This is an optimization exercise on Yosys and OpenROAD, whose aim is small area, a short achievable clock period and few clock cycles, not a production implementation.
No run shown here included a check of the RTL's function; only the layout flow was run.
No activity file was given, so power comes from the tool's default toggle rates.

==> design.v <==
module lcb_effect_player (
    input  wire        clk,
    input  wire        rst,             
    input  wire        ev_valid,
    output wire        ev_ready,
    input  wire [1:0]  ev_op,           
    input  wire [7:0]  ev_kind,         
    input  wire [23:0] ev_on,           
    input  wire [23:0] ev_off,          
    input  wire [31:0] ev_t0,
    input  wire [31:0] ev_t1,
    input  wire [31:0] ev_hold,
    input  wire [31:0] ev_repeat,
    input  wire [31:0] ev_delay,
    output wire        resp_valid,
    output wire [7:0]  resp_status,
    output wire [2:0]  resp_phase,      
    output wire [1:0]  resp_kind,
    output wire [31:0] resp_remaining,
    output wire [31:0] resp_elapsed,
    output wire        resp_armed,
    output wire [31:0] resp_count,
    output wire        sink_valid,
    output wire [23:0] sink_color       
);
    localparam [1:0] OP_TICK = 2'd0, OP_PLAY = 2'd1, OP_STOP = 2'd2, OP_QUERY = 2'd3;
    localparam [2:0] PH_IDLE       = 3'd0,
                     PH_STROBE_ON  = 3'd1,
                     PH_STROBE_OFF = 3'd2,
                     PH_FADE_IN    = 3'd3,
                     PH_FADE_HOLD  = 3'd4,
                     PH_FADE_OUT   = 3'd5,
                     PH_DELAY      = 3'd6;
    localparam [1:0] SS_OFF = 2'd0, SS_ON = 2'd1, SS_INTERP = 2'd2;
    reg [2:0]  phase;
    reg [1:0]  kind;
    reg [31:0] remaining;
    reg [31:2] el_q;                    
    wire [31:0] elapsed = {el_q, 2'b00};
    reg        armed;
    reg [31:0] count;
    reg [23:0] c_on, c_off;
    reg [31:0] t0, t1, hold;
    reg        rep_nz;                  
    reg        c1;                      
    reg        ei;                      
    reg        rdy;
    reg        pend_play;               
    reg        sink2;                   
    reg        rv, rinv;
    reg [2:0]  rph;                     
    reg [1:0]  rkd;                     
    reg        rrem31;
    reg        sv;
    reg        dgo;                     
    reg        ddone;
    reg        last;                    
    reg        wide;                    
    reg [1:0]  dst;
    reg [2:0]  dj;                      
    reg        ddbl;                    
    reg [32:0] S;                       
    reg [2:0]  tl;                      
    reg [10:0] E, Et;                   
    reg [7:0]  Q0, Q1, Q2;              
    reg        n_etc;                   
    reg        n_dbl;                   
    reg [2:0]  n_ae, n_at, n_one;       
    reg [1:0]  wcy;
    reg [1:0]  dch;                     
    reg [1:0]  wsub;                    
    reg        wchk;                    
    reg        w_t, w_el, w_20, w_inv;  
    reg        w_en, w_dbl, w_dec, w_one, w_conv, w_lastc;
    reg        cr1, cr2;                
    localparam [1:0] D_IDLE = 2'd0, D_ETC = 2'd1, D_RUN = 2'd2, D_WIDE = 2'd3;
    assign ev_ready = rdy & ~(ei & ~ddone);
    wire accept = ev_valid & ev_ready;
    assign resp_valid     = rv;
    assign resp_status    = {6'd0, rinv, 1'b0};
    assign resp_phase     = rph;
    assign resp_kind      = rkd;
    assign resp_remaining = {rrem31, remaining[30:0]};
    assign resp_elapsed   = elapsed;
    assign resp_armed     = armed;
    assign resp_count     = count;
    assign sink_valid     = sv;
    assign sink_color     = {Q0, Q1, Q2};         
    wire        fi    = (phase == PH_FADE_IN);
    wire        fi_fo = fi | (phase == PH_FADE_OUT);
    wire        t0z   = (t0 == 32'd0);
    wire        t1z   = (t1 == 32'd0);
    wire        rem1  = (remaining == 32'd1);
    wire [31:0] rem_dec = remaining - 32'd1;
    wire [31:0] el_inc  = elapsed + 32'd20;
    reg [2:0]  x_phase;
    reg [1:0]  x_kind;
    reg [31:0] x_rem, x_el, x_count;
    reg        x_armed, x_c1;
    reg        x_sink, x_sink2;
    reg [1:0]  x_ssel;
    reg        do_first, do_cc, do_fadein, do_fin;
    always @* begin
        x_phase = phase;  x_kind = kind;  x_rem = remaining;  x_el = elapsed;
        x_armed = 1'b0;  x_count = 32'd0;  x_c1 = 1'b0;
        x_sink = 1'b0;  x_sink2 = 1'b0;  x_ssel = SS_ON;
        do_first = 1'b0;  do_cc = 1'b0;  do_fadein = 1'b0;  do_fin = 1'b0;
        if (pend_play) begin
            if (count != 32'd0) begin
                x_phase = PH_DELAY;
                x_armed = 1'b1;  x_count = count;  x_c1 = (count == 32'd1);
            end else begin
                do_first = 1'b1;
            end
        end else begin
            case (phase)
            PH_DELAY: do_first = 1'b1;
            PH_STROBE_ON: begin
                x_sink = 1'b1;  x_ssel = SS_OFF;
                if (rep_nz && rem1) begin
                    do_fin = 1'b1;
                end else begin
                    if (rep_nz) x_rem = rem_dec;
                    x_phase = PH_STROBE_OFF;
                    x_armed = 1'b1;  x_count = t1z ? 32'd1 : t1;  x_c1 = (t1[31:1] == 31'd0);
                end
            end
            PH_STROBE_OFF: begin
                x_sink = 1'b1;  x_ssel = SS_ON;
                x_phase = PH_STROBE_ON;
                x_armed = 1'b1;  x_count = t0z ? 32'd1 : t0;  x_c1 = (t0[31:1] == 31'd0);
            end
            PH_FADE_IN: begin
                if (last) begin
                    x_el = 32'd0;
                    x_sink = 1'b1;  x_ssel = SS_OFF;
                    x_phase = PH_FADE_HOLD;
                    x_armed = 1'b1;  x_count = (hold == 32'd0) ? 32'd1 : hold;
                    x_c1 = (hold[31:1] == 31'd0);
                end else begin
                    x_el = el_inc;
                    x_sink = 1'b1;  x_ssel = SS_INTERP;
                    x_armed = 1'b1;  x_count = 32'd20;
                end
            end
            PH_FADE_HOLD: begin
                x_el = 32'd0;
                if (t1z) begin
                    x_sink = 1'b1;  x_ssel = SS_ON;
                    do_cc = 1'b1;
                end else begin
                    x_phase = PH_FADE_OUT;
                    x_armed = 1'b1;  x_count = 32'd20;
                end
            end
            PH_FADE_OUT: begin
                if (last) begin
                    x_el = 32'd0;
                    x_sink = 1'b1;  x_ssel = SS_ON;
                    do_cc = 1'b1;
                end else begin
                    x_el = el_inc;
                    x_sink = 1'b1;  x_ssel = SS_INTERP;
                    x_armed = 1'b1;  x_count = 32'd20;
                end
            end
            default: ;
            endcase
        end
        if (do_cc) begin
            if (rep_nz && rem1) begin
                do_fin = 1'b1;
            end else begin
                if (rep_nz) x_rem = rem_dec;
                do_fadein = 1'b1;
            end
        end
        if (do_first) begin
            x_sink = 1'b1;  x_ssel = SS_ON;
            if (kind == 2'd1) begin
                x_phase = PH_STROBE_ON;
                x_armed = 1'b1;  x_count = t0z ? 32'd1 : t0;  x_c1 = (t0[31:1] == 31'd0);
            end else begin
                do_fadein = 1'b1;
            end
        end
        if (do_fadein) begin
            x_el = 32'd0;
            if (t0z) begin
                x_sink2 = 1'b1;
                x_phase = PH_FADE_HOLD;
                x_armed = 1'b1;  x_count = (hold == 32'd0) ? 32'd1 : hold;
                x_c1 = (hold[31:1] == 31'd0);
            end else begin
                x_phase = PH_FADE_IN;
                x_armed = 1'b1;  x_count = 32'd20;
            end
        end
        if (do_fin) begin
            x_phase = PH_IDLE;  x_kind = 2'd0;  x_rem = 32'd0;  x_el = 32'd0;
            x_armed = 1'b0;  x_count = 32'd0;  x_c1 = 1'b0;
        end
    end
    wire op_tick = ~ev_op[1] & ~ev_op[0];
    wire op_play = ~ev_op[1] &  ev_op[0];
    wire op_stop =  ev_op[1] & ~ev_op[0];
    wire kind_ok = (ev_kind[7:2] == 6'd0) & (ev_kind[1] ^ ev_kind[0]);
    wire a_tick  = accept & op_tick;
    wire a_play  = accept & op_play & kind_ok;
    wire a_stop  = accept & op_stop;
    wire a_cmd   = accept & (ev_op[1] | ev_op[0]);
    wire upd     = a_tick | pend_play;
    wire        expire = armed & c1;
    wire        step   = pend_play | expire;             
    wire        cnt2   = (count == 32'd2);
    wire [2:0]  tn_phase = step ? x_phase : phase;
    wire [1:0]  tn_kind  = step ? x_kind : kind;
    wire [31:0] tn_rem   = step ? x_rem : remaining;
    wire [31:2] tn_el    = step ? x_el[31:2] : el_q;
    wire        tn_armed = step ? x_armed : armed;
    wire [31:0] tn_count = step ? x_count : armed ? count - 32'd1 : count;
    wire        tn_c1    = step ? x_c1 : armed ? cnt2 : c1;
    wire        tn_ei    = ~step & (armed ? cnt2 & fi_fo : ei);
    wire        tn_sink2 = step & x_sink2;
    wire q_ld    = (upd & step & x_sink & (x_ssel != SS_INTERP)) | sink2;
    wire [23:0] q_col = (~sink2 & (x_ssel == SS_ON)) ? c_on : c_off;
    always @(posedge clk) begin
        if (a_play) begin
            c_on <= ev_on;  c_off <= ev_off;
            t0 <= ev_t0;  t1 <= ev_t1;  hold <= ev_hold;
            rep_nz <= (ev_repeat != 32'd0);
        end
        if (a_cmd) begin
            rinv <= ~ev_op[1] & ~kind_ok;
            rph <= phase;  rkd <= kind;  rrem31 <= remaining[31];
        end
        if (rst) begin
            phase <= PH_IDLE;  kind <= 2'd0;  remaining <= 32'd0;  el_q <= 30'd0;
            armed <= 1'b0;  count <= 32'd0;
            c1 <= 1'b0;  ei <= 1'b0;  rdy <= 1'b1;  pend_play <= 1'b0;  sink2 <= 1'b0;
            rv <= 1'b0;  sv <= 1'b0;
            dgo <= 1'b0;
        end else begin
            rv <= a_cmd;
            sv <= upd ? step & x_sink : sink2;
            dgo <= upd ? step & ~x_sink2 : sink2 | a_stop;      
            sink2 <= upd & tn_sink2;
            rdy <= upd ? ~tn_sink2 : sink2 | (rdy & ~a_play);
            pend_play <= ~upd & a_play;
            if (upd) begin
                phase <= tn_phase;  kind <= tn_kind;  remaining <= tn_rem;  el_q <= tn_el;
                armed <= tn_armed;  count <= tn_count;  c1 <= tn_c1;  ei <= tn_ei;
            end else if (a_play) begin
                kind <= ev_kind[1:0];
                remaining <= ev_repeat;
                el_q <= 30'd0;
                phase <= PH_IDLE;
                armed <= 1'b0;  count <= ev_delay;  c1 <= 1'b0;  ei <= 1'b0;
            end else if (a_stop) begin
                phase <= PH_IDLE;  kind <= 2'd0;  remaining <= 32'd0;  el_q <= 30'd0;
                armed <= 1'b0;  count <= 32'd0;  c1 <= 1'b0;  ei <= 1'b0;
            end
        end
    end
    wire [31:0] tsel = fi ? t0 : t1;
    wire        wide_now = (tsel[31:10] != 22'd0);
    function [5:0] sd_all(input [23:0] a, input [23:0] b, input [2:0] j, input f);
        reg [7:0] a0, a1, a2, b0, b1, b2;
        begin
            a0 = a[23:16];  a1 = a[15:8];  a2 = a[7:0];
            b0 = b[23:16];  b1 = b[15:8];  b2 = b[7:0];
            sd_all = f ? {a2[j], b2[j], a1[j], b1[j], a0[j], b0[j]}
                       : {b2[j], a2[j], b1[j], a1[j], b0[j], a0[j]};
        end
    endfunction
    wire [5:0]  sd_j = sd_all(c_on, c_off, dj, fi);         
    wire [5:0]  sd_7 = sd_all(c_on, c_off, 3'd7, fi);       
    wire [1:0]  sdw  = (dch == 2'd0) ? sd_j[1:0] : (dch == 2'd1) ? sd_j[3:2] : sd_j[5:4];
    function [8:0] nclass(input [5:0] sd);
        integer k;
        reg [1:0] p;
        begin
            for (k = 0; k < 3; k = k + 1) begin
                p = sd[2*k +: 2];
                nclass[k]     = (p == 2'b01);
                nclass[3 + k] = (p == 2'b10);
                nclass[6 + k] = (p == 2'b11);
            end
        end
    endfunction
    wire [2:0]  selE  = (n_ae & tl) | (n_at & ~tl);
    wire [2:0]  selEt = (n_ae & ~tl) | (n_at & tl);
    wire [2:0]  inv   = n_at | ({3{n_dbl}} & ~tl) | {2'b00, n_etc} | {3{w_inv}};
    wire        selTn = n_dbl | n_etc;
    wire [32:0] t33   = {1'b0, tsel};
    wire [32:0] el33  = {1'b0, elapsed};
    wire [10:0] b0 = ({11{selTn | w_t}} & t33[10:0]) | ({11{selE[0]}} & E) | ({11{selEt[0]}} & Et)
                   | ({11{w_el}} & el33[10:0]) | ({11{w_20}} & 11'd20);
    wire [10:0] b1 = ({11{selTn}} & tsel[10:0]) | ({11{selE[1]}} & E) | ({11{selEt[1]}} & Et)
                   | ({11{w_t}} & t33[21:11]) | ({11{w_el}} & el33[21:11]);
    wire [10:0] b2 = ({11{selTn}} & tsel[10:0]) | ({11{selE[2]}} & E) | ({11{selEt[2]}} & Et)
                   | ({11{w_t}} & t33[32:22]) | ({11{w_el}} & el33[32:22]);
    wire        sh  = n_dbl | w_dbl;
    wire [10:0] a0 = sh ? {S[9:0], 1'b0} : S[10:0];
    wire [10:0] a1 = sh ? {S[20:11], wide & S[10]} : S[21:11];
    wire [10:0] a2 = sh ? {S[31:22], wide & S[21]} : S[32:22];
    wire        ci1 = wide ? cr1 : inv[1];
    wire        ci2 = wide ? cr2 : inv[2];
    function [11:0] lane_add(input [10:0] a, input [10:0] b, input ci);
        reg [12:0] sum;
        begin
            sum = {1'b0, a, 1'b1} + {1'b0, b, ci};
            lane_add = sum[12:1];
        end
    endfunction
    wire [11:0] r0 = lane_add(a0, b0 ^ {11{inv[0]}}, inv[0]);
    wire [11:0] r1 = lane_add(a1, b1 ^ {11{inv[1]}}, ci1);
    wire [11:0] r2 = lane_add(a2, b2 ^ {11{inv[2]}}, ci2);
    wire [32:0] rw = {r2[10:0], r1[10:0], r0[10:0]};
    wire [2:0]  sg = {r2[10], r1[10], r0[10]};
    wire        wlast = (dst == D_WIDE) & (wcy == 2'd3);    
    wire [2:0]  wch   = {dch == 2'd2, dch == 2'd1, dch == 2'd0};
    wire [2:0]  nen   = {3{n_dbl}} | n_ae | n_at;           
    wire [2:0]  qsh = {3{n_dbl}} | ({3{wlast & w_dbl}} & wch);
    wire [2:0]  qin = n_ae | n_at | n_one | ({3{wlast & (w_dec | w_one)}} & wch);
    wire [2:0]  dg  = n_one | (nen & ~sg) | {3{w_one | ((w_dbl | w_dec) & ~sg[2])}};
    wire [7:0]  Q0i = Q0 + 8'd1, Q1i = Q1 + 8'd1, Q2i = Q2 + 8'd1;
    wire [7:0]  Q0a = n_dbl | w_dbl ? {Q0[6:0], 1'b1} : Q0i,  Q0b = n_dbl | w_dbl ? {Q0[6:0], 1'b0} : Q0;
    wire [7:0]  Q1a = n_dbl | w_dbl ? {Q1[6:0], 1'b1} : Q1i,  Q1b = n_dbl | w_dbl ? {Q1[6:0], 1'b0} : Q1;
    wire [7:0]  Q2a = n_dbl | w_dbl ? {Q2[6:0], 1'b1} : Q2i,  Q2b = n_dbl | w_dbl ? {Q2[6:0], 1'b0} : Q2;
    always @(posedge clk) begin
        if (q_ld) begin
            {Q0, Q1, Q2} <= q_col;
        end else if (dgo) begin
            Q0 <= 8'd0;  Q1 <= 8'd0;  Q2 <= 8'd0;
        end else begin
            if (qsh[0] | qin[0]) Q0 <= dg[0] ? Q0a : Q0b;
            if (qsh[1] | qin[1]) Q1 <= dg[1] ? Q1a : Q1b;
            if (qsh[2] | qin[2]) Q2 <= dg[2] ? Q2a : Q2b;
        end
    end
    wire        w_nextch = wlast & (w_dec | w_one | (~w_en & ~w_dbl & ~wchk)) & (dj == 3'd0)
                         & (dch != 2'd2);
    wire        s_clr = n_etc | (wlast & w_lastc) | w_nextch;
    always @(posedge clk) begin
        if (dgo) begin
            S <= wide_now ? 33'd0 : {22'd0, el_inc[10:0]};
            tl <= 3'b000;
        end else if (s_clr) begin
            S <= 33'd0;
            tl <= 3'b000;
        end else if (wide) begin
            if (wlast & w_en) S <= rw;
            if (wlast & w_conv) tl[0] <= 1'b1;
            else if (wlast & (w_dbl | w_dec)) tl[0] <= sg[2];
        end else begin
            if (nen[0]) begin S[10:0]  <= r0[10:0]; tl[0] <= sg[0]; end
            if (nen[1]) begin S[21:11] <= r1[10:0]; tl[1] <= sg[1]; end
            if (nen[2]) begin S[32:22] <= r2[10:0]; tl[2] <= sg[2]; end
        end
    end
    always @(posedge clk) begin
        if (rst) begin
            dst <= D_IDLE;
            ddone <= 1'b0;
            n_etc <= 1'b0;  n_dbl <= 1'b0;  n_ae <= 3'b000;  n_at <= 3'b000;  n_one <= 3'b000;
            w_t <= 1'b0;  w_el <= 1'b0;  w_20 <= 1'b0;  w_inv <= 1'b0;
            w_en <= 1'b0;  w_dbl <= 1'b0;  w_dec <= 1'b0;  w_one <= 1'b0;  w_conv <= 1'b0;
            w_lastc <= 1'b0;
        end else if (dgo) begin
            ddone <= 1'b0;
            wide <= wide_now;
            E <= el_inc[10:0];
            dj <= 3'd7;  ddbl <= 1'b0;  dch <= 2'd0;  wsub <= 2'd0;  wcy <= 2'd0;  wchk <= 1'b1;
            n_etc <= ~wide_now;  n_dbl <= 1'b0;  n_ae <= 3'b000;  n_at <= 3'b000;  n_one <= 3'b000;
            w_t <= 1'b0;  w_el <= 1'b0;  w_20 <= 1'b0;  w_inv <= 1'b0;
            w_en <= 1'b0;  w_dbl <= 1'b0;  w_dec <= 1'b0;  w_one <= 1'b0;  w_conv <= 1'b0;
            w_lastc <= 1'b0;
            dst <= wide_now ? D_WIDE : D_ETC;
        end else begin
            case (dst)
            D_ETC: begin                                 
                Et <= r0[10:0];
                last <= r0[11];                          
                n_etc <= 1'b0;
                {n_one, n_at, n_ae} <= nclass(sd_7);     
                dst <= D_RUN;
            end
            D_RUN: begin
                if (n_dbl) begin                         
                    n_dbl <= 1'b0;
                    {n_one, n_at, n_ae} <= nclass(sd_j);
                end else if (dj == 3'd0) begin
                    {n_one, n_at, n_ae} <= 9'd0;
                    dst <= D_IDLE;
                    ddone <= 1'b1;
                end else begin                           
                    {n_one, n_at, n_ae} <= 9'd0;
                    n_dbl <= 1'b1;
                    dj <= dj - 3'd1;
                end
            end
            D_WIDE: begin
                wcy <= wcy + 2'd1;
                cr1 <= r0[11];
                cr2 <= r1[11];
                if (wcy == 2'd0) begin
                    w_t <= 1'b0;  w_el <= 1'b0;  w_20 <= 1'b0;  w_inv <= 1'b0;
                    w_en <= 1'b0;  w_dbl <= 1'b0;  w_dec <= 1'b0;  w_one <= 1'b0;
                    w_conv <= 1'b0;  w_lastc <= 1'b0;
                    if (wchk) begin                      
                        w_en <= 1'b1;
                        case (wsub)
                            2'd0:    w_el <= 1'b1;
                            2'd1:    w_20 <= 1'b1;
                            default: begin w_t <= 1'b1; w_inv <= 1'b1; w_lastc <= 1'b1; end
                        endcase
                    end else if (ddbl) begin             
                        w_en <= 1'b1;  w_dbl <= 1'b1;  w_t <= 1'b1;  w_inv <= ~tl[0];
                    end else if (sdw == 2'b11) begin
                        w_one <= 1'b1;
                    end else if (sdw != 2'b00) begin
                        w_en <= 1'b1;
                        if (!tl[0]) begin                
                            w_conv <= 1'b1;  w_t <= 1'b1;  w_inv <= 1'b1;
                        end else if (sdw == 2'b01) begin    
                            if (wsub == 2'd0) w_el <= 1'b1; else w_20 <= 1'b1;
                            w_dec <= (wsub == 2'd1);
                        end else begin                   
                            case (wsub)
                                2'd0:    w_t <= 1'b1;
                                2'd1:    begin w_el <= 1'b1; w_inv <= 1'b1; end
                                default: begin w_20 <= 1'b1; w_inv <= 1'b1; end
                            endcase
                            w_dec <= (wsub == 2'd2);
                        end
                    end
                end
                if (wcy == 2'd3) begin
                    if (wchk) begin
                        wsub <= wsub + 2'd1;
                        if (w_lastc) begin
                            last <= ~sg[2];
                            wsub <= 2'd0;
                            wchk <= 1'b0;
                        end
                    end else if (w_dbl) begin
                        ddbl <= 1'b0;
                    end else if (w_conv) begin
                    end else if (w_en & ~w_dec) begin
                        wsub <= wsub + 2'd1;
                    end else begin                       
                        wsub <= 2'd0;
                        if (dj == 3'd0) begin
                            if (dch == 2'd2) begin
                                dst <= D_IDLE;
                                ddone <= 1'b1;
                            end else begin
                                dch <= dch + 2'd1;
                                dj <= 3'd7;
                            end
                        end else begin
                            dj <= dj - 3'd1;
                            ddbl <= 1'b1;
                        end
                    end
                end
            end
            default: ;
            endcase
        end
    end
endmodule
==> flow/run.sh <==
#!/bin/bash
# The standard layout (the standard.sh: standard synthesis, ORFS floorplan to final) with
# two changes to how it is made: timing repair aims for SETUP_SLACK_MARGIN ns of setup slack
# rather than 0, so the resizer keeps shortening paths below the clock period, and the port
# buffers that buffer_ports inserts on every input and output are buf_1 cells. The SDC, the
# clock period and every other setting are the standard flow's. ORFS's output goes to flow.log.
set -euo pipefail
bash standard.sh SETUP_SLACK_MARGIN=${MARGIN:-7.5} \
    BUFFER_PORTS_ARGS="-buffer_cell sky130_fd_sc_hd__buf_1" finish > flow.log 2>&1
==> standard.sh <==
#!/bin/bash
# synth_recipe.tcl (not shown) runs the flow's synth.tcl, then flattens the netlist and writes it again
# the make line also repeats each setting of config.mk as NAME=value (left out here)
make -C /OpenROAD-flow-scripts/flow DESIGN_CONFIG=/design/flow/config.mk WORK_HOME=/design/flow/orfs CLKGATE_MAP_FILE= SYNTH_SCRIPT=/design/flow/synth_recipe.tcl "${@:-finish}"
==> config.mk <==
export PLATFORM = sky130hd
export DESIGN_NAME = lcb_effect_player
export DESIGN_NICKNAME = lcb_effect_player
export VERILOG_FILES = /design/flow/design.v
export SDC_FILE = /design/flow/constraint.sdc
export NUM_CORES = 4
export LEC_CHECK = 0
export CAP_MARGIN = 20
export CORE_MARGIN = 2
export CORE_UTILIZATION = 40
export PLACE_DENSITY = 0.6
export SLEW_MARGIN = 20
==> constraint.sdc <==
create_clock -name core_clock -period 12.0 [get_ports {clk}]
set_input_delay 2.4000 -clock core_clock [delete_from_list [all_inputs] [get_ports {clk}]]
set_output_delay 2.4000 -clock core_clock [all_outputs]
set_load 0.01 [all_outputs]
==> results.json, run 1 <==
{
  "hold_slack_ns": 0.506,
  "cts.path.max_buffers": 3,
  "grt_pass1_vias": 21047,
  "placedCellCount": 3475,
  "dieArea_mm2": 0.0595,
  "maxSlewViolCount": 0,
  "die_h_um": 244,
  "vdd_drop_max_mv": 0.110,
  "ys.flop_type": "edfxtp_1",
  "grt_antenna_before_repair": 7,
  "clock_latency_ns": 0.60,
  "holdPathEnd": "rdy",
  "p_sw_share_pct": 31.9,
  "ys_top_cells_by_count": "310 x nand2_1, 244 x edfxtp_1, 239 x nor2_1",
  "postSynthAreaPerCell_um2": 9.14,
  "num_vias": 22644,
  "max-slew-margin-rel_pct": 26.7,
  "p_seq_share_pct": 37.5,
  "worstHoldPathCells": 2,
  "yosysTopAreaCell": "edfxtp_1",
  "final_nets": 3128,
  "via_per_inst": 6.22,
  "startpoint_type": "register",
  "nFillCells": 5414,
  "hold_class": "register to register",
  "synth.most_common_cell": "nand2_1",
  "power_frac_clock_pct": 34.1,
  "ioPinCount": 358,
  "p_leak_uw": 0.00990,
  "area_growth_pct": 20.5,
  "combPwrFrac_pct": 28.5,
  "crit_required_ns": 12.34,
  "skew_ns": 0.0351,
  "power.density_mw_per_mm2": 149,
  "cp.arrival_ns": 5.03,
  "period_minus_slack_ns": 4.69,
  "layout-drive-gt1-share_pct": 12.6,
  "drtIter0Drc": 2714,
  "worstMarginPinSlew_ns": 1.10,
  "ant_nets": 0,
  "instances_no_fill": 3640,
  "tns_ns": 0,
  "r2r_slack_ns": 7.31,
  "fp.dieW_um": 244,
  "grt_pass1_wl_um": 132000,
  "status": "finished clean",
  "ctsHoldBuffers": 0,
  "cts_tree": "built",
  "synth.yosys.seq_area_share_pct": 43.6,
  "netlist.area_leader.share_pct": 31.8,
  "coreArea_mm2": 0.0566,
  "syn_inst": 2517,
  "regToRegStartpoint": "tl[2]",
  "synth-edff-count": 244,
  "hp-start": "rdy",
  "rows": 87,
  "p_switching_uw": 1320,
  "clock-root-buffer": "clkbuf_16",
  "cts_made_buffers": 44,
  "place_congestion": 0.983,
  "setup_ws_ns": 7.31,
  "synth-seq-cells": 379,
  "initial_core_util_pct": 40.6,
  "grt_max_degree": 78,
  "reg2reg_depth": 17,
  "synth_area_leaders": "edfxtp_1 32%, dfxtp_1 12%, nand2_1 5.1%",
  "setup_viol": 0,
  "totalWireLength_um": 90600,
  "cp_max_fo": 6,
  "cts_sinks": 379,
  "drv_cap": 0,
  "yosysWarnings": 1,
  "hold_violations": 0,
  "multiInputGateArea_mm2": 0.0127,
  "dr.pass1.iters": 8,
  "drc": 0,
  "rr_endpoint": "Q1[4]",
  "critical_path_class": "register to register",
  "wl_per_cell_um": 24.9,
  "finalPower_uw": 4130,
  "htree_levels": 2,
  "dp_slack_ns": 5.67,
  "seq_area_mm2": 0.0100,
  "async_flop_share_pct": 0,
  "clk_pin_slew_ns": 0.06,
  "clock.fmax_mhz": 213,
  "fin_crit_sh_pct": 39.1,
  "crit_path_end_kind": "register",
  "rsz0062_at_grt": "true",
  "synth_cell_type_count": 83,
  "port_buffers": 348,
  "grt_overflow": 0,
  "p_int_uw": 2810,
  "grtUsageTotal_pct": 28.8,
  "netlist_area_mm2": 0.0230,
  "dp_hpwl_um": 64500
}
==> cell type report <==
cell class              count  area share, %
multi-input cells        1916           45.8
flip-flops and latches    379           36.2
repair buffers            460           8.50
clock buffers              63           4.60
well taps                 756           3.41
clock inverters            18          0.767
inverters                  47          0.650
diodes                      1        0.00902
==> layer usage <==
layer | global-route usage, % | routed length [µm]
met1 | 40.2 | 37300
met2 | 42.6 | 39500
met3 | 6.66 | 9940
met4 | 12.2 | 3850
met5 | 0 | 35
==> timing repair <==
action                                  in CTS  in global routing
pin swaps                                   29                 25
endpoints found under the setup margin     220                222
resized for setup                           66                 50
buffers inserted                            43                 30
cloned                                       7                  3
==> power groups by stage <==
stage	combinational [µW]	sequential (µW)	clock [µW]
floorplan	775	1560	0
global placement	1010	1570	0
detailed placement	1030	1570	0
CTS	1100	1550	1430
global route	1280	1550	1470
finish	1180	1550	1410
==> cells by family (layout without fill, tap and decap cells) <==
logic type	Yosys count	count (layout)	synth area share, %
compound gates	679	680	19.7
xor+xnor	121	121	4.61
fa+ha+maj	59	59	3.27
buf+inv	236	588	4.56
flops	379	379	43.6
mux	76	76	4.03
other cells	1	10	0.0163
simple gates	966	971	20.2
==> cell usage in the layout (no fill, tap or decap), types with 16 or more instances in the layout <==
cell,instances
a211oi_1,24
a21o_1,20
a21oi_1,176
a21oi_2,18
a221oi_1,23
a222oi_1,32
a22oi_1,34
a31oi_1,25
and2_1,24
and3_1,20
buf_1,347
buf_4,91
clkbuf_16,48
dfxtp_1,130
edfxtp_1,244
ha_1,55
inv_1,45
mux2i_1,51
nand2_1,304
nand2b_1,19
nand3_1,51
nand4_1,33
nor2_1,232
nor2b_1,24
nor3_1,84
nor4_1,42
o21ai_0,115
o21ai_1,17
o22ai_1,16
or2_2,18
or3_1,21
xnor2_1,63
xor2_1,57
==> sequential cells by signal, indices dropped and copies added (netlist names), 9 cells and up <==
signal,cells
hold,32
el_q,30
c_off,24
E,9
remaining,32
t1,32
Et,11
S,33
t0,32
count,32
c_on,24
==> through the flow <==
step                      instance area [µm²]  util [%]
final                                   27700      49.0
after global placement                  25000      44.2
after detailed placement                25000      44.2
after CTS                               27200      48.1
after floorplan                         23500         -
after global routing                    27700      49.0
==> worst max-delay path by stage <==
stage | startpoint | end | slack [ns] | cells past startpoint
2_1_floorplan | ev_kind[3] | el_q[24] | 6.17 | 8
3_3_place_gp | ev_kind[3] | remaining[9] | 5.82 | 10
3_5_place_dp | ev_kind[3] | remaining[9] | 5.67 | 10
4_1_cts | tl[2] | Q1[7] | 7.42 | 18
5_1_grt | tl[2] | Q1[4] | 7.23 | 17
6_report | tl[2] | Q1[4] | 7.31 | 17
==> critical path, stage by stage, from the launching register on <==
cell      delay [ns]
dfxtp_4         0.37
mux2_4          0.36
buf_6           0.14
a222oi_1        0.52
o21ai_1         0.28
a21oi_2         0.19
xor2_1          0.09
ha_2            0.24
nor2_2          0.09
nand2_1         0.05
or3_1           0.33
and4_1          0.22
or3_4           0.40
a311o_1         0.33
o31ai_4         0.30
buf_12          0.16
o22ai_2         0.05
a311o_1         0.32
==> run 2: changes to the inputs <==
--- a/design.v
+++ b/design.v
@@ -74,8 +74,6 @@
     reg        w_en, w_dbl, w_dec, w_one, w_conv, w_lastc;
     reg        cr1, cr2;                
     localparam [1:0] D_IDLE = 2'd0, D_ETC = 2'd1, D_RUN = 2'd2, D_WIDE = 2'd3;
-    assign ev_ready = rdy & ~(ei & ~ddone);
-    wire accept = ev_valid & ev_ready;
     assign resp_valid     = rv;
     assign resp_status    = {6'd0, rinv, 1'b0};
     assign resp_phase     = rph;
@@ -201,65 +199,59 @@
             x_armed = 1'b0;  x_count = 32'd0;  x_c1 = 1'b0;
         end
     end
-    wire op_tick = ~ev_op[1] & ~ev_op[0];
-    wire op_play = ~ev_op[1] &  ev_op[0];
-    wire op_stop =  ev_op[1] & ~ev_op[0];
-    wire kind_ok = (ev_kind[7:2] == 6'd0) & (ev_kind[1] ^ ev_kind[0]);
-    wire a_tick  = accept & op_tick;
-    wire a_play  = accept & op_play & kind_ok;
-    wire a_stop  = accept & op_stop;
-    wire a_cmd   = accept & (ev_op[1] | ev_op[0]);
-    wire upd     = a_tick | pend_play;
+    wire upd, a_play, a_stop, a_cmd, a_inv;
+    lcb_ep_decode u_dec (
+        .ev_valid(ev_valid), .ev_op(ev_op), .ev_kind(ev_kind),
+        .rdy(rdy), .blk(ei & ~ddone), .pend_play(pend_play),
+        .ev_ready(ev_ready), .upd(upd), .play(a_play), .stop(a_stop), .cmd(a_cmd), .inv(a_inv));
     wire        expire = armed & c1;
     wire        step   = pend_play | expire;             
     wire        cnt2   = (count == 32'd2);
-    wire [2:0]  tn_phase = step ? x_phase : phase;
-    wire [1:0]  tn_kind  = step ? x_kind : kind;
+    wire [7:0]  tn_ctl   = step ? {x_phase, x_kind, x_armed, x_c1, 1'b0}
+                                : {phase, kind, armed, armed ? cnt2 : c1, armed ? cnt2 & fi_fo : ei};
     wire [31:0] tn_rem   = step ? x_rem : remaining;
     wire [31:2] tn_el    = step ? x_el[31:2] : el_q;
-    wire        tn_armed = step ? x_armed : armed;
     wire [31:0] tn_count = step ? x_count : armed ? count - 32'd1 : count;
-    wire        tn_c1    = step ? x_c1 : armed ? cnt2 : c1;
-    wire        tn_ei    = ~step & (armed ? cnt2 & fi_fo : ei);
-    wire        tn_sink2 = step & x_sink2;
-    wire q_ld    = (upd & step & x_sink & (x_ssel != SS_INTERP)) | sink2;
+    wire [7:0]  ctl_d;
+    wire [31:0] rem_d, count_d;
+    wire [31:2] el_d;
+    lcb_ep_sel #(.W(8)) u_sctl (
+        .clr(rst | a_stop), .upd(upd), .load(a_play),
+        .d_upd(tn_ctl), .d_load({PH_IDLE, ev_kind[1:0], 3'b000}), .d_hold({phase, kind, armed, c1, ei}),
+        .q(ctl_d));
+    lcb_ep_sel #(.W(32)) u_srem (
+        .clr(rst | a_stop), .upd(upd), .load(a_play),
+        .d_upd(tn_rem), .d_load(ev_repeat), .d_hold(remaining), .q(rem_d));
+    lcb_ep_sel #(.W(30)) u_sel (
+        .clr(rst | a_stop), .upd(upd), .load(a_play),
+        .d_upd(tn_el), .d_load(30'd0), .d_hold(el_q), .q(el_d));
+    lcb_ep_sel #(.W(32)) u_scnt (
+        .clr(rst | a_stop), .upd(upd), .load(a_play),
+        .d_upd(tn_count), .d_load(ev_delay), .d_hold(count), .q(count_d));
+    wire        q_ldx = step & x_sink & (x_ssel != SS_INTERP);
     wire [23:0] q_col = (~sink2 & (x_ssel == SS_ON)) ? c_on : c_off;
     always @(posedge clk) begin
+        {phase, kind, armed, c1, ei} <= ctl_d;
+        remaining <= rem_d;
+        el_q <= el_d;
+        count <= count_d;
+        rinv <= a_inv;
+        rph <= phase;  rkd <= kind;  rrem31 <= remaining[31];
         if (a_play) begin
             c_on <= ev_on;  c_off <= ev_off;
             t0 <= ev_t0;  t1 <= ev_t1;  hold <= ev_hold;
             rep_nz <= (ev_repeat != 32'd0);
         end
-        if (a_cmd) begin
-            rinv <= ~ev_op[1] & ~kind_ok;
-            rph <= phase;  rkd <= kind;  rrem31 <= remaining[31];
-        end
         if (rst) begin
-            phase <= PH_IDLE;  kind <= 2'd0;  remaining <= 32'd0;  el_q <= 30'd0;
-            armed <= 1'b0;  count <= 32'd0;
-            c1 <= 1'b0;  ei <= 1'b0;  rdy <= 1'b1;  pend_play <= 1'b0;  sink2 <= 1'b0;
-            rv <= 1'b0;  sv <= 1'b0;
-            dgo <= 1'b0;
+            rdy <= 1'b1;  pend_play <= 1'b0;  sink2 <= 1'b0;
+            rv <= 1'b0;  sv <= 1'b0;  dgo <= 1'b0;
         end else begin
             rv <= a_cmd;
             sv <= upd ? step & x_sink : sink2;
-            dgo <= upd ? step & ~x_sink2 : sink2 | a_stop;      
-            sink2 <= upd & tn_sink2;
-            rdy <= upd ? ~tn_sink2 : sink2 | (rdy & ~a_play);
-            pend_play <= ~upd & a_play;
-            if (upd) begin
-                phase <= tn_phase;  kind <= tn_kind;  remaining <= tn_rem;  el_q <= tn_el;
-                armed <= tn_armed;  count <= tn_count;  c1 <= tn_c1;  ei <= tn_ei;
-            end else if (a_play) begin
-                kind <= ev_kind[1:0];
-                remaining <= ev_repeat;
-                el_q <= 30'd0;
-                phase <= PH_IDLE;
-                armed <= 1'b0;  count <= ev_delay;  c1 <= 1'b0;  ei <= 1'b0;
-            end else if (a_stop) begin
-                phase <= PH_IDLE;  kind <= 2'd0;  remaining <= 32'd0;  el_q <= 30'd0;
-                armed <= 1'b0;  count <= 32'd0;  c1 <= 1'b0;  ei <= 1'b0;
-            end
+            dgo <= upd ? step & ~x_sink2 : sink2 | a_stop;     
+            sink2 <= upd & step & x_sink2;
+            rdy <= upd ? ~(step & x_sink2) : sink2 | (rdy & ~a_play);
+            pend_play <= a_play;
         end
     end
     wire [31:0] tsel = fi ? t0 : t1;
@@ -328,17 +320,13 @@
     wire [7:0]  Q0a = n_dbl | w_dbl ? {Q0[6:0], 1'b1} : Q0i,  Q0b = n_dbl | w_dbl ? {Q0[6:0], 1'b0} : Q0;
     wire [7:0]  Q1a = n_dbl | w_dbl ? {Q1[6:0], 1'b1} : Q1i,  Q1b = n_dbl | w_dbl ? {Q1[6:0], 1'b0} : Q1;
     wire [7:0]  Q2a = n_dbl | w_dbl ? {Q2[6:0], 1'b1} : Q2i,  Q2b = n_dbl | w_dbl ? {Q2[6:0], 1'b0} : Q2;
-    always @(posedge clk) begin
-        if (q_ld) begin
-            {Q0, Q1, Q2} <= q_col;
-        end else if (dgo) begin
-            Q0 <= 8'd0;  Q1 <= 8'd0;  Q2 <= 8'd0;
-        end else begin
-            if (qsh[0] | qin[0]) Q0 <= dg[0] ? Q0a : Q0b;
-            if (qsh[1] | qin[1]) Q1 <= dg[1] ? Q1a : Q1b;
-            if (qsh[2] | qin[2]) Q2 <= dg[2] ? Q2a : Q2b;
-        end
-    end
+    wire [7:0]  Q0n = (qsh[0] | qin[0]) ? (dg[0] ? Q0a : Q0b) : Q0;
+    wire [7:0]  Q1n = (qsh[1] | qin[1]) ? (dg[1] ? Q1a : Q1b) : Q1;
+    wire [7:0]  Q2n = (qsh[2] | qin[2]) ? (dg[2] ? Q2a : Q2b) : Q2;
+    wire [23:0] q_d;
+    lcb_ep_ld #(.W(24)) u_qld (
+        .a(upd), .b(q_ldx), .c(sink2), .d1(q_col), .d0(dgo ? 24'd0 : {Q0n, Q1n, Q2n}), .q(q_d));
+    always @(posedge clk) {Q0, Q1, Q2} <= q_d;
     wire        w_nextch = wlast & (w_dec | w_one | (~w_en & ~w_dbl & ~wchk)) & (dj == 3'd0)
                          & (dch != 2'd2);
     wire        s_clr = n_etc | (wlast & w_lastc) | w_nextch;
@@ -471,3 +459,47 @@
         end
     end
 endmodule
+module lcb_ep_decode (
+    input  wire       ev_valid,
+    input  wire [1:0] ev_op,
+    input  wire [7:0] ev_kind,
+    input  wire       rdy,
+    input  wire       blk,              
+    input  wire       pend_play,
+    output wire       ev_ready,
+    output wire       upd,              
+    output wire       play,             
+    output wire       stop,             
+    output wire       cmd,              
+    output wire       inv               
+);
+    wire acc = ev_valid & rdy & ~blk;
+    wire kind_ok = (ev_kind[7:2] == 6'd0) & (ev_kind[1] ^ ev_kind[0]);
+    assign ev_ready = rdy & ~blk;
+    assign upd  = (acc & ~ev_op[1] & ~ev_op[0]) | pend_play;
+    assign play = acc & ~ev_op[1] & ev_op[0] & kind_ok;
+    assign stop = acc & ev_op[1] & ~ev_op[0];
+    assign cmd  = acc & (ev_op[1] | ev_op[0]);
+    assign inv  = ~ev_op[1] & ~kind_ok;
+endmodule
+module lcb_ep_sel #(parameter W = 32) (
+    input  wire         clr,
+    input  wire         upd,
+    input  wire         load,
+    input  wire [W-1:0] d_upd,
+    input  wire [W-1:0] d_load,
+    input  wire [W-1:0] d_hold,
+    output wire [W-1:0] q
+);
+    assign q = clr ? {W{1'b0}} : upd ? d_upd : load ? d_load : d_hold;
+endmodule
+module lcb_ep_ld #(parameter W = 24) (
+    input  wire         a,
+    input  wire         b,
+    input  wire         c,
+    input  wire [W-1:0] d1,
+    input  wire [W-1:0] d0,
+    output wire [W-1:0] q
+);
+    assign q = ((a & b) | c) ? d1 : d0;
+endmodule
==> flow/run.sh (replaced) <==
#!/bin/bash
# The standard layout (the standard.sh: standard synthesis, ORFS floorplan to final) with
# these changes to how it is made:
#  - timing repair aims for SETUP_SLACK_MARGIN ns of setup slack rather than 0, so the
#    resizer keeps shortening paths below the clock period;
#  - the port buffers that buffer_ports inserts on every input and output are buf_1 cells;
#  - clock tree synthesis builds the tree from clkbuf_8 cells and adds no dummy loads.
# The SDC, the clock period and every other setting are the standard flow's. ORFS's output goes to
# flow.log.
set -euo pipefail
bash standard.sh SETUP_SLACK_MARGIN=${MARGIN:-8.0} \
    BUFFER_PORTS_ARGS="-buffer_cell sky130_fd_sc_hd__buf_1" \
    CTS_ARGS="-sink_clustering_enable -repair_clock_nets -dont_use_dummy_load -buf_list sky130_fd_sc_hd__clkbuf_8" \
    finish > flow.log 2>&1
--- a/config.mk
+++ b/config.mk
@@ -10,3 +10,4 @@
 export CORE_UTILIZATION = 40
 export PLACE_DENSITY = 0.6
 export SLEW_MARGIN = 20
+export SYNTH_HIERARCHICAL = 1
==> run 2 against run 1 <==
Effect of this change: critical path depth increased by 1; maximum frequency up 4.1%; critical path type unchanged; combinational power grew 45%; via count rose by 3.2%; sequential cell count did not move; final area up 2.7%; sequential power grew 8%; worst setup slack better by 0.19 ns; die area up 7.4%; power increased by 7.2%.
==> results.json, run 2 <==
{
  "status": "finished clean",
  "syn_inst": 2642,
  "synth.yosys.seq_area_share_pct": 39.3,
  "yosysWarnings": 7,
  "postSynthAreaPerCell_um2": 9.36,
  "port_buffers": 348,
  "cts_made_buffers": 71,
  "regToRegStartpoint": "tl[2]",
  "power.density_mw_per_mm2": 155,
  "setup_viol": 0,
  "clk_pin_slew_ns": 0.06,
  "vdd_drop_max_mv": 0.0952,
  "ys_top_cells_by_count": "295 x nand2_1, 213 x edfxtp_1, 169 x nor2_1",
  "rows": 91,
  "yosysTopAreaCell": "edfxtp_1",
  "p_seq_share_pct": 37.8,
  "startpoint_type": "register",
  "fin_crit_sh_pct": 37.5,
  "grt_pass1_wl_um": 135000,
  "setup.worst_path.start": "tl[2]",
  "finalPower_uw": 4420,
  "hold_violations": 0,
  "netlist_area_mm2": 0.0247,
  "totalWireLength_um": 90900,
  "max-slew-margin-rel_pct": 16.1,
  "hp-start": "remaining[31]",
  "die_h_um": 253,
  "tns_ns": 0,
  "via_per_inst": 6.18,
  "mostFrequentLayoutCell": "buf_1",
  "skew_ns": 0.0596,
  "crit_path_end_kind": "register",
  "most-common-layout-cells": "348 x buf_1, 292 x nand2_1, 213 x edfxtp_1, 165 x nor2_1, 152 x dfxtp_1",
  "rsz0062_at_grt": "true",
  "synth.most_common_cell": "nand2_1",
  "period_minus_slack_ns": 4.50,
  "drv_cap": 0,
  "num_vias": 23368,
  "ctsHoldBuffers": 0,
  "htree_levels": 3,
  "drc": 0,
  "coreArea_mm2": 0.0614,
  "grt_max_degree": 103,
  "synth-seq-cells": 379,
  "worstMarginPinSlew_ns": 1.25,
  "layout-drive-gt1-share_pct": 11.7,
  "grt_antenna_before_repair": 2,
  "critical_path_class": "register to register",
  "hold_class": "register to register",
  "area_growth_pct": 15.2,
  "synth-edff-count": 213,
  "combPwrFrac_pct": 38.7,
  "p_leak_uw": 0.0102,
  "clock-root-buffer": "clkbuf_8",
  "dr.pass1.iters": 8,
  "cts_tree": "built",
  "cp_max_fo": 7,
  "p_int_uw": 2790,
  "cts_sinks": 379,
  "largest_reg_flops": 33,
  "dieArea_mm2": 0.0638,
  "place_congestion": 0.942,
  "top_register": "S",
  "power_frac_clock_pct": 23.5,
  "clock_latency_ns": 0.68,
  "cp.arrival_ns": 5.05,
  "clock.fmax_mhz": 222,
  "cts.path.max_buffers": 3,
  "synth_cell_type_count": 98,
  "r2r_slack_ns": 7.50,
  "async_flop_share_pct": 0,
  "synth_area_leaders": "edfxtp_1 26%, dfxtp_1 13%, mux2i_1 5.3%",
  "p_switching_uw": 1630,
  "final_nets": 3275,
  "initial_core_util_pct": 40.3,
  "p_sw_share_pct": 36.9,
  "ioPinCount": 358,
  "drtIter0Drc": 2733,
  "wl_per_cell_um": 24.0,
  "crit_required_ns": 12.55,
  "maxSlewViolCount": 0,
  "grt_overflow": 0,
  "ys.flop_type": "edfxtp_1",
  "grt_pass1_vias": 22193,
  "netlist.area_leader.share_pct": 25.9,
  "fp.dieW_um": 253,
  "ant_nets": 0,
  "grtUsageTotal_pct": 27.4,
  "dp_hpwl_um": 64400
}
==> run 2: changes by cell type in the layout (fill, tap and decap cells not counted), sizes merged, moves of 30 or more <==
cell    before  now
a22oi       49   19
conb         9   45
dfxtp      135  166
nor2b       25  124
nor2       240  169
mux2        13   63
a21oi      196  130
a211oi      25  115
edfxtp     244  213
mux2i       51  132
==> run 2: worst max-delay path, stage by stage, from the launching register on <==
cell and delay (ns):
dfxtp_4 0.36, mux2_4 0.36, a222oi_1 0.67, o21a_1 0.21, o21ai_1 0.07, xnor2_1 0.15
ha_1 0.38, o21ai_2 0.17, a22oi_1 0.08, a221o_1 0.39, buf_4 0.17, nor4_4 0.12
buf_4 0.19, o21ai_4 0.09, o211ai_1 0.19, buf_4 0.21, and3_4 0.18, and3b_1 0.17
mux2_4 0.25
==> run 2: final cells by class <==
cell class | count | area (µm²)
sequential | 379 | 9750
tap | 790 | 988
inverter | 59 | 229
multi-input combinational | 2043 | 14300
timing repair buffer | 438 | 2240
clock buffer | 71 | 977
antenna | 2 | 5.00
timing repair inverter | 2 | 15.0
fill | 5877 | 32900
==> run 2: path summary, 6_finish.rpt <==
check	endpoint	cells after the start
worst max-delay path	Q0[5]	18
worst min-delay path	rrem31	0
worst min register to register	rrem31	0
worst max register to register	Q0[5]	18
==> run 2: metrics by stage <==
| stage | cells | area, µm² | hold slack (ns) | util, % | setup WS [ns] |
|---|---|---|---|---|---|
| after floorplan | 2686 | 25000 | 0.345 | - | 3.51 |
| after global placement | 3646 | 26300 | 0.371 | 42.9 | 6.68 |
| after detailed placement | 3646 | 26300 | 0.380 | 42.9 | 6.52 |
| after CTS | 3751 | 28000 | 0.367 | 45.6 | 7.57 |
| after global routing | 3784 | 28500 | 0.387 | 46.4 | 7.44 |
| final | 3784 | 28500 | 0.366 | 46.4 | 7.50 |
==> run 2: kinds of logic (layout without fill, tap and decap cells) <==
group | count (synthesis) | count (layout) | share of synthesized area (%)
flip-flops | 379 | 379 | 39.3
AO/OA/AOI/OAI | 684 | 684 | 19.6
XOR/XNOR | 128 | 128 | 4.53
multiplexers | 206 | 207 | 9.26
buffers and inverters | 265 | 570 | 5.61
AND/OR/NAND/NOR | 919 | 919 | 18.6
other | 1 | 47 | 0.0152
adder cells (fa/ha/maj) | 60 | 60 | 3.10
==> run 2: timing repair <==
action / in CTS / in global routing
cloned: 5 / 6
setup buffers: 29 / 25
endpoints found under the setup margin: 312 / 84
gates resized for setup: 84 / 53
pin swaps: 33 / 44
==> run 2: power groups by stage <==
stage / registers, µW / logic [µW] / clock network [µW]
2_1_floorplan: 1650 / 1130 / 0
3_3_place_gp: 1690 / 1470 / 0
3_5_place_dp: 1690 / 1490 / 0
4_1_cts: 1660 / 1590 / 1070
5_1_grt: 1680 / 1870 / 1120
6_report: 1670 / 1710 / 1040
==> run 2: per-module statistics from Yosys (local to each module, per instance), a selection <==
module	copies in the design	flops+latches	area, µm²
lcb_ep_decode	1	0	100
lcb_effect_player	1	379	21600
==> run 2: layer usage <==
layer,share of wire (%),vias up,track usage [%]
li1,-,10534,-
met1,43,11448,37.2
met2,46,1187,43.9
met3,8.3,197,5.04
met4,3.0,2,9.23
met5,0.014,-,0

port drivers added, routing unchanged:
Ports are ideal in the flow. The routed layouts listed here were re-timed in OpenROAD.
Step 1, drivers: a clkbuf_16 drives clk and a buf_2 each remaining input, both assumed.
Step 2 moves the port delays by t, midway between the first and last clock arrival at a register: inputs arrive t later, outputs are due t later. That takes back most of the time a late clock gives input paths.
Three values: no drivers, after step 1, after step 2; two values: the first two.
run	t, ns	slack for setup (ns)	worst setup path at the end	latest minus earliest clock arrival (ns)
run 1	0.647	7.311 / 7.311 / 6.926	input to register	0.035 / 0.035
run 2	0.711	7.497 / 7.497 / 7.040	input to register	0.059 / 0.059
After both steps setup and hold are still met in every run listed. For run 2, which loses most, drivers alone change the setup slack by 0.000 ns; drivers and shift together by -0.457 ns.
